Context: an optimization exercise on an open-source flow, tuned for small area. The choices shown serve that exercise and are no tape-out recipe. The RTL was checked by simulation tests, not by an equivalence proof against the original design. Power figures rest on the tool's default switching activity, not on a simulated workload.

==> flow/design.v (excerpt) <==
module core16 (
    input  wire        clk,
    input  wire        rst,           
    input  wire [15:0] load_addr,     
    input  wire [15:0] init_pc,       
    output wire        mem_req,
    output wire        mem_we,
    output wire [15:0] mem_addr,
    output wire [7:0]  mem_wdata,
    input  wire        mem_ack,
    input  wire [15:0] mem_rdata,
    output wire        disp_valid,
    output wire [15:0] disp_data,
    output wire        halted,
    output wire        faulted,
    output wire [1:0]  fault_code,
    output wire [16:0] fault_info,
    output wire [15:0] ac_out,
    output reg  [31:0] hits,
    output reg  [31:0] misses
);
    localparam [3:0] OP_START = 4'h0, OP_LOAD = 4'h1, OP_LOADM = 4'h2,
                     OP_STORE = 4'h3, OP_CMPM = 4'h4, OP_CJMP  = 4'h5,
                     OP_JMP   = 4'h6, OP_ADD  = 4'h7, OP_ADDM  = 4'h8,
                     OP_SUB   = 4'h9, OP_SUBM = 4'hA, OP_MUL   = 4'hB,
                     OP_MULM  = 4'hC, OP_DISP = 4'hD, OP_HALT  = 4'hE,
                     OP_BAD   = 4'hF;
    localparam [3:0] C_LOAD  = 4'b0000, C_BAD   = 4'b0001, C_MUL  = 4'b0010,
                     C_START = 4'b0011, C_ADD   = 4'b0100, C_DISP = 4'b0101,
                     C_HALT  = 4'b0110, C_SUB   = 4'b0111, C_LOADM = 4'b1000,
                     C_STORE = 4'b1001, C_MULM  = 4'b1010, C_CJMP = 4'b1011,
                     C_ADDM  = 4'b1100, C_JMP   = 4'b1101, C_CMPM = 4'b1110,
                     C_SUBM  = 4'b1111;
    localparam [2:0] S_LOOK  = 3'b000,    
                     S_XFER  = 3'b001,    
                     S_EX    = 3'b010,    
                     S_MUL   = 3'b011,    
                     S_HALT  = 3'b100,
  ...
Size in the first run: ~730 cells after synthesis, ~260 flip-flops, roughly 200 I/O pins.
==> flow/config.mk <==
export PLATFORM = sky130hd
export DESIGN_NAME = core16
export DESIGN_NICKNAME = core16
export VERILOG_FILES = /design/flow/design.v
export SDC_FILE = /design/flow/constraint.sdc
export NUM_CORES = 4
export LEC_CHECK = 0
export CAP_MARGIN = 20
export CORE_MARGIN = 2
export CORE_UTILIZATION = 70
export PLACE_DENSITY = 0.85
export SLEW_MARGIN = 20
==> flow/constraint.sdc <==
create_clock -name core_clock -period 9.0 [get_ports {clk}]
set_input_delay 1.8000 -clock core_clock [delete_from_list [all_inputs] [get_ports {clk}]]
set_output_delay 1.8000 -clock core_clock [all_outputs]
set_load 0.01 [all_outputs]
standard.sh (not shown) runs the stock make flow with config.mk's settings and CLKGATE_MAP_FILE= SYNTH_SCRIPT=/design/flow/synth_recipe.tcl, a recipe that flattens the netlist after the stock synthesis.
==> flow/flow/run.sh <==
#!/bin/bash
# Standard ORFS layout with: an area-oriented ABC script in the standard
# synthesis, smaller port buffers and a leaner clock tree.
set -euo pipefail
export FLOW_WORK=$PWD
export AREA_ABC_SCRIPT=$PWD/flow/abc_area.script
export BUFFER_PORTS_ARGS="-buffer_cell sky130_fd_sc_hd__buf_1"
export CTS_ARGS="-sink_clustering_enable -repair_clock_nets -buf_list sky130_fd_sc_hd__clkbuf_4 -sink_clustering_size 8 -sink_clustering_max_diameter 40 -dont_use_dummy_load"
sed "s#SYNTH_SCRIPT=[^ ]*#SYNTH_SCRIPT=$PWD/flow/synth_wrap.tcl#" standard.sh > own.sh
grep -q "synth_wrap.tcl" own.sh
bash own.sh > standard.log 2>&1
==> flow/flow/abc_area.script <==
&get -n
&st
&deepsyn -J 100 -T 0
&dch -f
&nf -a -R 1000 -p
&put
topo
stime -c
==> flow/flow/synth_wrap.tcl <==
# The standard synthesis (synth_recipe.tcl), with its ABC mapping script
# swapped for an area-oriented one. Registers are mapped before ABC runs,
# so they are the same as the standard synthesis's.
proc abc {args} {
  set i [lsearch -exact $args -script]
  if {$i >= 0} {
    set args [lreplace $args [expr {$i + 1}] [expr {$i + 1}] $::env(AREA_ABC_SCRIPT)]
  }
  yosys abc {*}$args
}
source $::env(FLOW_WORK)/synth_recipe.tcl
The baseline passed the timing, design-rule and antenna checks.
Rerun with:
--- a/flow/config.mk
+++ b/flow/config.mk
@@ -10,2 +10 @@
-export CORE_UTILIZATION = 70
-export PLACE_DENSITY = 0.85
+export CORE_UTILIZATION = 55
Result: Via count is lower by 2.8%; clock power stays flat; sequential power hardly moves; critical path depth is unchanged; synthesized area is unchanged; final cell count is higher by 4.2%; die area is higher by 26%; register-to-register slack gets worse by 0.07 ns; power barely changes.

==> port drivers added, routing unchanged <==
In the flow no input, the clock included, has a driving cell. The finished layouts below were timed again as built, in two steps.
Step 1 sets driving cells, clkbuf_16 on the clock port and buf_2 on the other inputs (assumed; they add their load-dependent delay and slew).
Step 2 adds t to the input delays and takes it off the output delays; t is the mean of the earliest and latest rising clock arrival at the registers after step 1. Input paths then give back, and output paths get back, about the clock's delay inside the block.
Slacks: ideal ports / drivers / drivers and shift; pairs: ideal ports / drivers.
run	shift t [ns]	setup slack, ns	worst hold slack (ns)	latest minus earliest clock arrival (ns)	worst register clock-pin slew, ns
the first run	0.657	0.222 / 0.241 / -0.415	0.326 / 0.326 / 0.326	0.057 / 0.057	0.09 / 0.09
the second run	0.635	0.190 / 0.201 / -0.434	0.309 / 0.309 / 0.309	0.068 / 0.068	0.10 / 0.10
Met with ideal ports but missed after step 2: setup timing in the first run and the second run. For the first run, which loses most, drivers alone change the setup slack by +0.019 ns; drivers and shift together by -0.637 ns.
